This is an optimization exercise on Yosys and OpenROAD, whose aim is small area, a short achievable clock period and few clock cycles, not a production implementation.
Only simulation tests tie the RTL to the original design; equivalence was not proved.
Power figures rest on the tool's default switching activity, not on a simulated workload.

==> branch raven: inputs <==
Design scanout_ctrl, start of the top module:
module scanout_ctrl #(
    parameter PW = 320,      
    parameter PH = 240       
) (
    input             clk,
    input             rst,
    input             alloc_ok,
    input             cmd_valid,
    input      [31:0] cmd_word,
    output            cmd_ready,
    output reg        cmd_done,
    input             evt_valid,
    input      [31:0] evt_word,
    output            evt_ready,
    output reg        evt_done,
    input      [4:0]  reg_addr,
    output reg [31:0] reg_rdata,
    output            fb_rd,
    output            fb_sel,
    output     [25:0] fb_addr,
    input      [15:0] fb_rdata,
    output            lb_we,
    output            lb_sel,
    output     [12:0] lb_addr,
    output     [15:0] lb_wdata,
    output            flush_valid,
    output            flush_sel,
    output     [12:0] flush_x0,
    output     [12:0] flush_x1,
    output            frame_ready,
    output            buf_ack,
    output            front,
    output            busy,
    output     [6:0]  bl_pct
);
    localparam [2:0] OK = 3'd0, ERR_CONFIG = 3'd1, ERR_NOMEM = 3'd2,
                     ERR_UNSUPPORTED = 3'd3, ERR_STATE = 3'd4;
    localparam [3:0] S_IDLE  = 4'd0,
                     S_UR    = 4'd1,    
                     S_LSTRT = 4'd2,    
                     S_UR0   = 4'd3,    
                     S_ENA   = 4'd14,   
                     S_LOOP  = 4'd4,    
                     S_FLUSH = 4'd5,    
                     S_GK    = 4'd6,    
                     S_GSUB  = 4'd7,    
                     S_GRND  = 4'd8,    
                     S_GLOOP = 4'd9,    
                     S_MULK  = 4'd10,   
                     S_MUL   = 4'd11,   
                     S_SUB1  = 4'd12,   
                     S_PLOAD = 4'd13;   
    reg [12:0] lw, lh;
    reg [1:0]  scale;
    reg        rot, policy;
  ...
make LEC_CHECK=0 ABC_AREA=1 CAP_MARGIN=40 CORE_MARGIN=2 CORE_UTILIZATION=40 SLEW_MARGIN=40 finish   # period 60.0 ns
run.sh (not shown) runs the stock make flow with config.mk's settings and CLKGATE_MAP_FILE= SYNTH_SCRIPT=/design/flow/synth_recipe.tcl, a recipe that flattens the netlist after the stock synthesis.
==> branch nickel (differences from branch raven) <==
--- a/flow/design.v
+++ b/flow/design.v
@@ -72,11 +72,10 @@
     reg        lcopy;            
     reg        fillm;            
     reg [1:0]  clean;            
     reg [25:0] ptr;              
     reg [8:0]  dst;
-    reg [8:0]  jc;               
     reg [1:0]  rc;               
     reg        wr;               
     function [26:0] radd26;              
         input [25:0] a, b;
         input        ci;
@@ -115,27 +114,28 @@
             end
         end
     endfunction
     wire               R      = g_rot;
     wire [1:0]         S      = g_scale;
+    wire               xsel;
+    wire [12:0]        xw     = xsel ? lh : lw;
     wire signed [14:0] off_l  = R ? off_y : off_x;
     wire [8:0]         dst0   = off_l[14] ? 9'd0 : off_l[8:0];
-    wire [12:0]        a_line = R ? lh : lw;
     reg  [8:0]         lwidth;
     reg  [7:0]         lpf;
     always @* begin
         case (S)
             2'd1:    begin lwidth = 9'd320; lpf = 8'd240; end
             2'd2:    begin lwidth = 9'd160; lpf = 8'd120; end
             default: begin lwidth = 9'd106; lpf = 8'd80;  end
         endcase
-        if (!crop) lwidth = a_line[8:0];
+        if (!crop) lwidth = xw[8:0];
     end
     wire        last_line = (cur_cnt == lpf - 8'd1);
-    wire [25:0] vspan     = R ? {13'd0, lw} : g_p;
-    wire [26:0] cmp_x     = radd26(cur_src, ~vspan, 1'b1);
-    wire        in_range  = !cmp_x[26];               
+    wire [7:0]  a_scan    = R ? lw[7:0] : lh[7:0];
+    wire        off_s_neg = R ? off_x[14] : off_y[14];
+    wire        in_range  = off_s_neg || (cur_cnt < a_scan);
     wire [3:0] c_op = cmd_word[3:0];
     reg        c_legal;
     always @* begin
         case (c_op)
             4'h1: c_legal = (cmd_word[31] == 1'b0);
@@ -194,13 +194,13 @@
     wire wait_hold = op_wait && inited && !fr;
     wire        side_l = (gph == 2'd0) ? !R : (gph == 2'd2);
     wire        use_h  = ~(side_l ^ R);
     wire        a_from_cur = st_idle || st_lstrt;            
     wire        a_zero     = st_gk || st_mulk;
+    assign      xsel = (a_from_cur && R) || st_mulk || (st_gsub && use_h);
     wire [25:0] a_a  = a_from_cur ? cur_src : (a_zero ? 26'd0 : ptr);
-    wire        nx_h = st_mulk || (st_gsub && use_h);        
-    wire [12:0] nx   = nx_h ? ~lh : ~lw;
+    wire [12:0] nx   = ~xw;
     wire        b_p   = a_from_cur && R;
     wire        adv   = st_loop && step;                 
     wire        b_nx  = st_gsub || st_mulk || (adv && R);
     wire        b_2s  = st_gloop;
     wire        b_k   = st_gk;
@@ -224,11 +224,24 @@
     wire        bb_nw    = (gl_go && gph == 2'd2) || st_sub1;
     wire [25:0] b_b  = ({26{bb_w}} & {13'd0, lw}) | ({26{bb_nw}} & {13'h1FFF, ~lw});
     wire        b_ci = (incr_on && R) || bb_nw || (gl_go && gph == 2'd0);
     wire [26:0] sum_b_x = radd26(b_a, b_b, b_ci);
     wire [25:0] sum_b   = sum_b_x[25:0];
-    wire rd_more = (jc != 9'd0);
+    wire       a_odd   = R ? lh[0] : lw[0];
+    wire [1:0] e_end   = fillm ? 2'd0 : (crop ? {S == 2'd3, 1'b0} : {1'b0, a_odd & S[0]});
+    wire [8:0] zz      = fillm ? 9'd0 : dst0;
+    reg  [8:0] pos_sum;                   
+    integer ps_k;
+    reg ps_c;
+    always @* begin
+        ps_c = wr;
+        for (ps_k = 0; ps_k < 9; ps_k = ps_k + 1) begin
+            pos_sum[ps_k] = dst[ps_k] ^ zz[ps_k] ^ ps_c;
+            ps_c = (dst[ps_k] & zz[ps_k]) | (ps_c & (dst[ps_k] ^ zz[ps_k]));
+        end
+    end
+    wire rd_more = (pos_sum != (PW[8:0] - {7'd0, e_end}));
     wire step    = fillm || (rc == S - 2'd1);
     assign fb_rd    = st_loop && lcopy && rd_more;
     assign fb_sel   = frontb;
     assign fb_addr  = ptr;
     assign lb_we    = st_loop && wr;
@@ -272,18 +285,16 @@
     end
     wire fill_nx = st_flush && fillm && !l_buf;      
     always @(posedge clk) begin
         if (ln_strt || fill_go || fill_nx) begin
             dst <= ln_strt ? dst0 : 9'd0;
-            jc  <= ln_strt ? lwidth : PW[8:0];
             rc  <= 2'd0;
             wr  <= 1'b0;
         end else if (st_loop) begin
             wr <= rd_more;
             if (rd_more) begin
                 rc <= step ? 2'd0 : rc + 2'd1;
-                if (step) jc <= rdec9(jc);
             end
             if (wr) dst <= rinc9(dst);
         end else if (st_gk) begin
             rc <= 2'd0;
         end else if (st_gsub) begin
@@ -432,18 +443,18 @@
             cur_cnt <= cur_cnt + 8'd1;
         end
     end
     wire [31:0] status_word = {17'd0, inited, inited, pend, lastb, 2'b00, urf, ack, fr,
                                frontb, gvalid, en, inited};
-    reg  [12:0] neg_lw;                  
+    reg  [12:0] neg_lw;
     integer k;
     reg c_n;
     always @* begin
-        c_n = 1'b1;
+        c_n = 1'b0;
         for (k = 0; k < 13; k = k + 1) begin
-            neg_lw[k] = ~lw[k] ^ c_n;
-            c_n = ~lw[k] & c_n;
+            neg_lw[k] = lw[k] ^ c_n;
+            c_n = lw[k] | c_n;
         end
     end
     wire [18:0] dec;
     genvar gk;
     generate
==> flow/flow/run.sh (new file) <==
#!/bin/bash
set -o pipefail
export BUFFER_PORTS_ARGS="-buffer_cell sky130_fd_sc_hd__buf_1"
bash standard.sh SETUP_SLACK_MARGIN=34 finish > standard_flow.log 2>&1
==> flow/standard.sh (new file) <==
#!/bin/bash
# synth_recipe.tcl (not shown) runs the flow's synth.tcl, then flattens the netlist and writes it again
# the make line also repeats each setting of config.mk as NAME=value (left out here)
make -C /OpenROAD-flow-scripts/flow DESIGN_CONFIG=/design/flow/config.mk WORK_HOME=/design/flow/orfs CLKGATE_MAP_FILE= SYNTH_SCRIPT=/design/flow/synth_recipe.tcl "${@:-finish}"
Settings changed: ABC_AREA 1 to default, CORE_UTILIZATION 40 to 60, CTS_BUF_LIST from default to sky130_fd_sc_hd__clkbuf_8, CTS_CLUSTER_DIAMETER from default to 80, CTS_CLUSTER_SIZE from default to 12.
removed: flow/run.sh
==> branch ember (differences from branch raven) <==
--- a/flow/design.v
+++ b/flow/design.v
@@ -115,22 +115,23 @@
             end
         end
     endfunction
     wire               R      = g_rot;
     wire [1:0]         S      = g_scale;
+    wire               xsel;
+    wire [12:0]        xw     = xsel ? lh : lw;
     wire signed [14:0] off_l  = R ? off_y : off_x;
     wire [8:0]         dst0   = off_l[14] ? 9'd0 : off_l[8:0];
-    wire [12:0]        a_line = R ? lh : lw;
     reg  [8:0]         lwidth;
     reg  [7:0]         lpf;
     always @* begin
         case (S)
             2'd1:    begin lwidth = 9'd320; lpf = 8'd240; end
             2'd2:    begin lwidth = 9'd160; lpf = 8'd120; end
             default: begin lwidth = 9'd106; lpf = 8'd80;  end
         endcase
-        if (!crop) lwidth = a_line[8:0];
+        if (!crop) lwidth = xw[8:0];
     end
     wire        last_line = (cur_cnt == lpf - 8'd1);
     wire [25:0] vspan     = R ? {13'd0, lw} : g_p;
     wire [26:0] cmp_x     = radd26(cur_src, ~vspan, 1'b1);
     wire        in_range  = !cmp_x[26];               
@@ -194,13 +195,13 @@
     wire wait_hold = op_wait && inited && !fr;
     wire        side_l = (gph == 2'd0) ? !R : (gph == 2'd2);
     wire        use_h  = ~(side_l ^ R);
     wire        a_from_cur = st_idle || st_lstrt;            
     wire        a_zero     = st_gk || st_mulk;
+    assign      xsel = (a_from_cur && R) || st_mulk || (st_gsub && use_h);
     wire [25:0] a_a  = a_from_cur ? cur_src : (a_zero ? 26'd0 : ptr);
-    wire        nx_h = st_mulk || (st_gsub && use_h);        
-    wire [12:0] nx   = nx_h ? ~lh : ~lw;
+    wire [12:0] nx   = ~xw;
     wire        b_p   = a_from_cur && R;
     wire        adv   = st_loop && step;                 
     wire        b_nx  = st_gsub || st_mulk || (adv && R);
     wire        b_2s  = st_gloop;
     wire        b_k   = st_gk;
==> flow/flow/run.sh (new file) <==
#!/bin/bash
set -o pipefail
export BUFFER_PORTS_ARGS="-buffer_cell sky130_fd_sc_hd__buf_1"
bash standard.sh > standard_flow.log 2>&1
==> flow/standard.sh (new file) <==
#!/bin/bash
# synth_recipe.tcl (not shown) runs the flow's synth.tcl, then flattens the netlist and writes it again
# the make line also repeats each setting of config.mk as NAME=value (left out here)
make -C /OpenROAD-flow-scripts/flow DESIGN_CONFIG=/design/flow/config.mk WORK_HOME=/design/flow/orfs CLKGATE_MAP_FILE= SYNTH_SCRIPT=/design/flow/synth_recipe.tcl "${@:-finish}"
Settings changed: CTS_CLUSTER_DIAMETER from default to 150, CTS_CLUSTER_SIZE from default to 30.
removed: flow/run.sh
==> branch lagoon (differences from branch raven) <==
--- a/flow/design.v
+++ b/flow/design.v
@@ -115,22 +115,23 @@
             end
         end
     endfunction
     wire               R      = g_rot;
     wire [1:0]         S      = g_scale;
+    wire               xsel;
+    wire [12:0]        xw     = xsel ? lh : lw;
     wire signed [14:0] off_l  = R ? off_y : off_x;
     wire [8:0]         dst0   = off_l[14] ? 9'd0 : off_l[8:0];
-    wire [12:0]        a_line = R ? lh : lw;
     reg  [8:0]         lwidth;
     reg  [7:0]         lpf;
     always @* begin
         case (S)
             2'd1:    begin lwidth = 9'd320; lpf = 8'd240; end
             2'd2:    begin lwidth = 9'd160; lpf = 8'd120; end
             default: begin lwidth = 9'd106; lpf = 8'd80;  end
         endcase
-        if (!crop) lwidth = a_line[8:0];
+        if (!crop) lwidth = xw[8:0];
     end
     wire        last_line = (cur_cnt == lpf - 8'd1);
     wire [25:0] vspan     = R ? {13'd0, lw} : g_p;
     wire [26:0] cmp_x     = radd26(cur_src, ~vspan, 1'b1);
     wire        in_range  = !cmp_x[26];               
@@ -194,13 +195,13 @@
     wire wait_hold = op_wait && inited && !fr;
     wire        side_l = (gph == 2'd0) ? !R : (gph == 2'd2);
     wire        use_h  = ~(side_l ^ R);
     wire        a_from_cur = st_idle || st_lstrt;            
     wire        a_zero     = st_gk || st_mulk;
+    assign      xsel = (a_from_cur && R) || st_mulk || (st_gsub && use_h);
     wire [25:0] a_a  = a_from_cur ? cur_src : (a_zero ? 26'd0 : ptr);
-    wire        nx_h = st_mulk || (st_gsub && use_h);        
-    wire [12:0] nx   = nx_h ? ~lh : ~lw;
+    wire [12:0] nx   = ~xw;
     wire        b_p   = a_from_cur && R;
     wire        adv   = st_loop && step;                 
     wire        b_nx  = st_gsub || st_mulk || (adv && R);
     wire        b_2s  = st_gloop;
     wire        b_k   = st_gk;
==> flow/flow/run.sh (new file) <==
#!/bin/bash
set -o pipefail
export BUFFER_PORTS_ARGS="-buffer_cell sky130_fd_sc_hd__buf_1"
bash standard.sh SETUP_SLACK_MARGIN=34 finish > standard_flow.log 2>&1
==> flow/standard.sh (new file) <==
#!/bin/bash
# synth_recipe.tcl (not shown) runs the flow's synth.tcl, then flattens the netlist and writes it again
# the make line also repeats each setting of config.mk as NAME=value (left out here)
make -C /OpenROAD-flow-scripts/flow DESIGN_CONFIG=/design/flow/config.mk WORK_HOME=/design/flow/orfs CLKGATE_MAP_FILE= SYNTH_SCRIPT=/design/flow/synth_recipe.tcl "${@:-finish}"
Settings changed: ABC_AREA 1 to default, CAP_MARGIN 40 to 20, CORE_UTILIZATION 40 to 60, CTS_CLUSTER_DIAMETER from default to 110, CTS_CLUSTER_SIZE from default to 22, SLEW_MARGIN 40 to 20.
removed: flow/run.sh
==> metrics.md <==
| Metric | Value |
|---|---|
| RR Startpoint | `g_scale[0]` |
| LEAKAGE | `~0.0072 uW` |
| Non-clk bufs | `approximately 240` |
| Post-Synth XOR/XNOR Area | `between 1 and 1.5%` |
| Reg clk slew, reported paths | `roughly 0.060 ns` |
| Rows | `68` |
| Cell Count, Final, Fillers Out | `around 2400` |
| Placed Instances | `around 2300` |
| Clock latency on the worst-skew pair | `0.56 ns` |
| Period utilization | `between 40 and 50%` |
| Status | `complete, no violations` |
| Fmax | `about 36 MHz` |
| Met2 GRT Util | `45.05%` |
| Area of the core | `around 34000 um2` |
| DP Wirelength | `about 41 mm` |
| Post-synthesis sequential area ratio | `around 43%` |
[end of results for branch raven]
==> metrics.md <==
| Metric | Value |
|---|---|
| Status | `complete, no violations` |
| Cell Count, Final, Fillers Out | `between 1500 and 2000` |
| Period utilization | `between 40% and 50%` |
| Post-Synth XOR/XNOR Area | `~1.3%` |
| Met2 GRT Util | `between 50% and 60%` |
| Rows | `55` |
| LEAKAGE | `just under 0.006 uW` |
| Area of the core | `between 20000 and 25000 um2` |
| DP Wirelength | `between 30 and 40 mm` |
[end of results for branch lagoon]
==> metrics.md <==
| Metric | Value |
|---|---|
| Rows | `54` |
| Post-Synth XOR/XNOR Area | `1.531%` |
| Area of the core | `between 20000 and 25000 um2` |
| LEAKAGE | `approximately 0.0055 uW` |
| RR Startpoint | `state[2]` |
| Status | `complete, no violations` |
| DP Wirelength | `31.25 mm` |
| Cell Count, Final, Fillers Out | `1818` |
| Reg clk slew, reported paths | `0.08 ns` |
| Placed Instances | `about 1800` |
[end of results for branch nickel]
==> metrics.md <==
| Metric | Value |
|---|---|
| Status | `complete, no violations` |
| DP Wirelength | `39.57 mm` |
| Cell Count, Final, Fillers Out | `approximately 2400` |
| Reg clk slew, reported paths | `0.11 ns` |
| CP peak stage delay | `between 0.8 and 0.9 ns` |
| Fmax | `roughly 37 MHz` |
| Placed Instances | `roughly 2300` |
| Non-clk bufs | `237` |
| H-Tree Depth | `1` |
| RR Startpoint | `state[2]` |
| Post-Synth XOR/XNOR Area | `under 10%` |
| Clock latency on the worst-skew pair | `~0.50 ns` |
| Met2 GRT Util | `between 40% and 50%` |
| Post-synthesis sequential area ratio | `about 43%` |
| Period utilization | `45.02%` |
[end of results for branch ember]
Testbench counts of branch raven, summed over its fixed seeds: cycles 1,314,648.
Testbench counts of branch nickel, summed over its fixed seeds: cycles 1,314,648.
Testbench counts of branch ember, summed over its fixed seeds: cycles 1,314,648.
Testbench counts of branch lagoon, summed over its fixed seeds: cycles 1,314,648.

[port drivers added, routing unchanged]
Ports are ideal in the flow. The routed layouts listed here were re-timed in OpenROAD. Step 1: set_driving_cell puts a clkbuf_16 on clk and a buf_2 on each other input, an assumption about the parent block. Step 2 times the ports against the registers' clock, not the clock port: input delays grow and output delays shrink by t, the midpoint of the rising clock arrivals with the driver on. Slacks: ideal / step 1 / step 2; pairs: ideal / step 1.
run	t (ns)	setup WS [ns]	worst setup path at the end	worst slew at a driven data input, ns
branch raven	0.599	32.293 / 32.268 / 32.268	input to output	0.06
branch nickel	0.593	34.121 / 34.089 / 34.089	input to output	0.05
branch ember	0.540	32.985 / 32.918 / 32.918	input to output	0.07
branch lagoon	0.538	34.037 / 33.995 / 33.995	input to output	0.04
After both steps every run listed still meets setup and hold. The setup slack of branch ember, which loses most, moves by -0.067 ns with the drivers and by -0.067 ns with both steps.
